Context: an optimization exercise on an open-source flow, tuned for small area. The choices shown serve that exercise and are no tape-out recipe. In this exercise RTL edits were held to simulation tests only and were not proved equivalent to the original.

the reference run:
==> flow/design.v (excerpt) <==
module nec16_core (
    input  wire        clk,
    input  wire        rst,           
    input  wire        step,          
    output wire        ready,         
    output wire        done,          
    output wire        err,           
    output wire [1:0]  err_code,      
    input  wire [3:0]  dbg_sel,
    output wire [15:0] dbg_val,
    input  wire        host_we,
    input  wire [15:0] host_wdata,
    output wire        bus_req,
    output wire        bus_we,
    output wire [15:0] bus_addr,
    output reg  [7:0]  bus_wdata,     
    input  wire        bus_ack,
    input  wire [7:0]  bus_rdata,
    input  wire        bus_err,
    input  wire [1:0]  bus_err_code
);
Size: about 1,400 cells after synthesis, about 320 flip-flops, about 15,000 sq um of cells after synthesis.
export LEC_CHECK = 0
export CAP_MARGIN = 0
export CORE_MARGIN = 2
export CORE_UTILIZATION = 60
export GPL_TIMING_DRIVEN = 0
export PLACE_DENSITY = 0.75
export SLEW_MARGIN = 0
create_clock -name core_clock -period 10.0 [get_ports {clk}]
standard.sh (not shown) runs the stock make flow with config.mk's settings and CLKGATE_MAP_FILE= SYNTH_SCRIPT=/design/flow/synth_recipe.tcl, a recipe that flattens the netlist after the stock synthesis.
==> flow/flow/run.sh <==
#!/bin/bash
# The standard layout (standard.sh) with these changes:
#  - synthesis maps with flow/abc.script (an area-oriented ABC script) and leaves
#    adders to ABC instead of extracting full/half adder cells (ADDER_MAP_FILE empty);
#  - ports are buffered with sky130_fd_sc_hd__buf_1;
#  - the clock tree is built from clkbuf_8 (clusters of at most 16 sinks) without dummy loads.
# Each ORFS step writes its full log under orfs/logs; make's output is in flow_make.log.
set -euo pipefail
HERE=$(pwd)
export AREA_ABC_SCRIPT=$HERE/flow/abc.script
export CTS_ARGS="-sink_clustering_enable -repair_clock_nets -buf_list sky130_fd_sc_hd__clkbuf_8 -sink_clustering_size 16 -sink_clustering_max_diameter 50 -dont_use_dummy_load"
bash standard.sh SYNTH_SCRIPT=$HERE/flow/synth.tcl ADDER_MAP_FILE= "BUFFER_PORTS_ARGS=-buffer_cell sky130_fd_sc_hd__buf_1" finish > $HERE/flow_make.log 2>&1
==> flow/flow/abc.script <==
strash
&get -n
&deepsyn -T 60
&put
balance
rewrite
refactor
balance
rewrite
rewrite -z
balance
refactor -z
rewrite -z
balance
dch
amap
topo
==> flow/flow/synth.tcl <==
# synth_recipe.tcl with one change: the final technology mapping uses flow/abc.script
proc synth {args} { yosys synth -nofsm -noshare {*}$args }
proc abc {args} {
  set i [lsearch -exact $args -script]
  if { $i >= 0 } { lset args [expr { $i + 1 }] $::env(AREA_ABC_SCRIPT) }
  yosys abc {*}$args
}
source $::env(SCRIPTS_DIR)/synth.tcl
# left out here: clear keep_hierarchy, flatten, clean up, hide names made inside functions, write 1_2_yosys.v
The reference run reached the end of the flow, and the finished layout is clean on the timing, DRC and antenna checks.
#### Input delta (the trial run over the reference run)
- PLACE_DENSITY removed (was 0.75)
- CORE_UTILIZATION changed from 60 to 50
==> flow/flow/run.sh <==
#!/bin/bash
# The standard layout (standard.sh) with three changes:
#  - synthesis maps with flow/abc.script (an area-oriented ABC script);
#  - ports are buffered with sky130_fd_sc_hd__buf_1;
#  - the clock tree is built from clkbuf_8 (clusters of at most 14 sinks) without dummy loads.
# Each ORFS step writes its full log under orfs/logs; make's output is in flow_make.log.
set -euo pipefail
HERE=$(pwd)
export AREA_ABC_SCRIPT=$HERE/flow/abc.script
export CTS_ARGS="-sink_clustering_enable -repair_clock_nets -buf_list sky130_fd_sc_hd__clkbuf_8 -sink_clustering_size 14 -sink_clustering_max_diameter 50 -dont_use_dummy_load"
bash standard.sh SYNTH_SCRIPT=$HERE/flow/synth.tcl "BUFFER_PORTS_ARGS=-buffer_cell sky130_fd_sc_hd__buf_1" finish > $HERE/flow_make.log 2>&1
### Flow results
Diff the reference run and the trial run: total area of multi-input combinational cells lower in the reference run. Latest clock arrival within the worst-skew pair (lower): the trial run. In the flow results for the reference run and the trial run, the post-synthesis compound-gate area fraction is larger on the reference run. The trial run ended up with a higher final net count than the reference run did. Fraction of cell area in non-clock buffers: the trial run higher than the reference run. In the flow results for the reference run and the trial run, the post-synth design cell area is larger on the trial run. In the reports for the reference run and the trial run, the larger overall routing resource usage belongs to the reference run. Compare the reference run and the trial run | depth of the CTS H-tree lower: the reference run. Summary of the trial run over the reference run: count of buffers not belonging to the clock network in the layout +6; gate count after technology mapping +63; headroom to the max-slew limit +6.4 points.

* * *

nec16_core again, from the RTL that the note above started with.
Design nec16_core, start of the top module:
module nec16_core (
    input  wire        clk,
    input  wire        rst,           
    input  wire        step,          
    output wire        ready,         
    output wire        done,          
    output wire        err,           
    output wire [1:0]  err_code,      
    input  wire [3:0]  dbg_sel,
    output wire [15:0] dbg_val,
    input  wire        host_we,
    input  wire [15:0] host_wdata,
    output wire        bus_req,
    output wire        bus_we,
    output wire [15:0] bus_addr,
    output reg  [7:0]  bus_wdata,     
    input  wire        bus_ack,
    input  wire [7:0]  bus_rdata,
    input  wire        bus_err,
    input  wire [1:0]  bus_err_code
);
Settings: LEC_CHECK=0, CAP_MARGIN=0, CORE_MARGIN=2, CORE_UTILIZATION=60, GPL_TIMING_DRIVEN=0, PLACE_DENSITY=0.75, SLEW_MARGIN=0; clock period 10.0 ns.
==> flow/flow/run.sh <==
#!/bin/bash
# The standard layout (standard.sh) with these changes:
#  - synthesis maps with flow/abc.script (deepsyn, then &nf mapping) and leaves
#    adders to ABC instead of extracting full/half adder cells (ADDER_MAP_FILE empty);
#  - ports are buffered with sky130_fd_sc_hd__buf_1;
#  - the clock tree is built from clkbuf_8 (clusters of at most 14 sinks) without dummy loads.
# Each ORFS step writes its full log under orfs/logs; make's output is in flow_make.log.
set -euo pipefail
HERE=$(pwd)
export AREA_ABC_SCRIPT=$HERE/flow/abc.script
export CTS_ARGS="-sink_clustering_enable -repair_clock_nets -buf_list sky130_fd_sc_hd__clkbuf_8 -sink_clustering_size 14 -sink_clustering_max_diameter 50 -dont_use_dummy_load"
bash standard.sh SYNTH_SCRIPT=$HERE/flow/synth.tcl ADDER_MAP_FILE= "BUFFER_PORTS_ARGS=-buffer_cell sky130_fd_sc_hd__buf_1" finish > $HERE/flow_make.log 2>&1
==> flow/flow/abc.script <==
strash
&get -n
&deepsyn -T 60
&put
balance
rewrite
refactor
balance
rewrite
rewrite -z
balance
refactor -z
rewrite -z
balance
&get -n
&dch
&nf -R 1000
&put
topo
Scripts as last shown in full above: flow/flow/synth.tcl
The first run went through all stages and came out clean.
Edit:
==> flow/flow/run.sh (replaced) <==
#!/bin/bash
# The standard layout (standard.sh) with three changes:
#  - synthesis maps with flow/abc.script (an area-oriented ABC script);
#  - ports are buffered with sky130_fd_sc_hd__buf_1;
#  - the clock tree is built from clkbuf_8 (clusters of at most 14 sinks) without dummy loads.
# Each ORFS step writes its full log under orfs/logs; make's output is in flow_make.log.
set -euo pipefail
HERE=$(pwd)
export AREA_ABC_SCRIPT=$HERE/flow/abc.script
export CTS_ARGS="-sink_clustering_enable -repair_clock_nets -buf_list sky130_fd_sc_hd__clkbuf_8 -sink_clustering_size 14 -sink_clustering_max_diameter 50 -dont_use_dummy_load"
bash standard.sh SYNTH_SCRIPT=$HERE/flow/synth.tcl "BUFFER_PORTS_ARGS=-buffer_cell sky130_fd_sc_hd__buf_1" finish > $HERE/flow_make.log 2>&1
--- a/flow/flow/abc.script
+++ b/flow/flow/abc.script
@@ -14,6 +14,4 @@
 balance
-&get -n
-&dch
-&nf -R 1000
-&put
+dch
+amap
 topo
=> The changed run produced a clean layout; clock skew went down by 7.6 ps; routed wire length goes up by about a fifth; synthesized cell count rose by roughly a tenth; sequential share of layout area falls by 3.5 points; non-clock buffer count climbs by 8; register-to-register slack gets worse by 100 ps; die area is higher by a few percent; via count came out higher by roughly a tenth; core utilization came out higher by 1.3 points.
Edit:
==> flow/flow/run.sh (replaced) <==
#!/bin/bash
# The standard layout (standard.sh) with these changes:
#  - synthesis maps with flow/abc.script (deepsyn, then &nf mapping) and leaves
#    adders to ABC instead of extracting full/half adder cells (ADDER_MAP_FILE empty);
#  - ports are buffered with sky130_fd_sc_hd__buf_1;
#  - the clock tree is built from clkbuf_8 (clusters of at most 16 sinks) without dummy loads.
# Each ORFS step writes its full log under orfs/logs; make's output is in flow_make.log.
set -euo pipefail
HERE=$(pwd)
export AREA_ABC_SCRIPT=$HERE/flow/abc.script
export CTS_ARGS="-sink_clustering_enable -repair_clock_nets -buf_list sky130_fd_sc_hd__clkbuf_8 -sink_clustering_size 16 -sink_clustering_max_diameter 50 -dont_use_dummy_load"
bash standard.sh SYNTH_SCRIPT=$HERE/flow/synth.tcl ADDER_MAP_FILE= "BUFFER_PORTS_ARGS=-buffer_cell sky130_fd_sc_hd__buf_1" finish > $HERE/flow_make.log 2>&1
--- a/flow/flow/abc.script
+++ b/flow/flow/abc.script
@@ -14,4 +14,6 @@
 balance
-dch
-amap
+&get -n
+&dch
+&nf -R 1000
+&put
 topo
Design area came out lower by a few percent.
Synthesized cell count came out lower by roughly a tenth.

[afterwards: timing with drivers on the ports]
How much do the figures lean on ideal ports? The routed layouts below were timed once more, with nothing changed but the port constraints.
Step 1 sets driving cells, clkbuf_16 on the clock port and buf_2 on the other inputs (assumed; they add their load-dependent delay and slew).
Step 2 also shifts input and output timing later by t, the mid clock arrival at the registers, as if the neighbouring blocks saw the same clock.
a / b / c = ideal ports / drivers / drivers and shift; a / b = the first two.
run | shift t [ns] | setup WS [ns] | slew at the worst register clock pin (ns) | cell pins on the clock port's net
the reference run | 0.608 | 0.575 / 0.575 / 0.575 | 0.10 / 0.10 | 1
the trial run | 0.586 | 0.749 / 0.749 / 0.749 | 0.09 / 0.09 | 1
the first run of note 2 | 0.602 | 0.621 / 0.621 / 0.621 | 0.09 / 0.09 | 1
the second run of note 2 | 0.621 | 0.519 / 0.519 / 0.478 | 0.10 / 0.10 | 1
the third run of note 2 | 0.594 | 0.705 / 0.705 / 0.705 | 0.10 / 0.10 | 1
After both steps setup and hold are still met in every run listed. The setup slack of the second run of note 2, which loses most, moves by 0.000 ns with the drivers and by -0.041 ns with both steps.
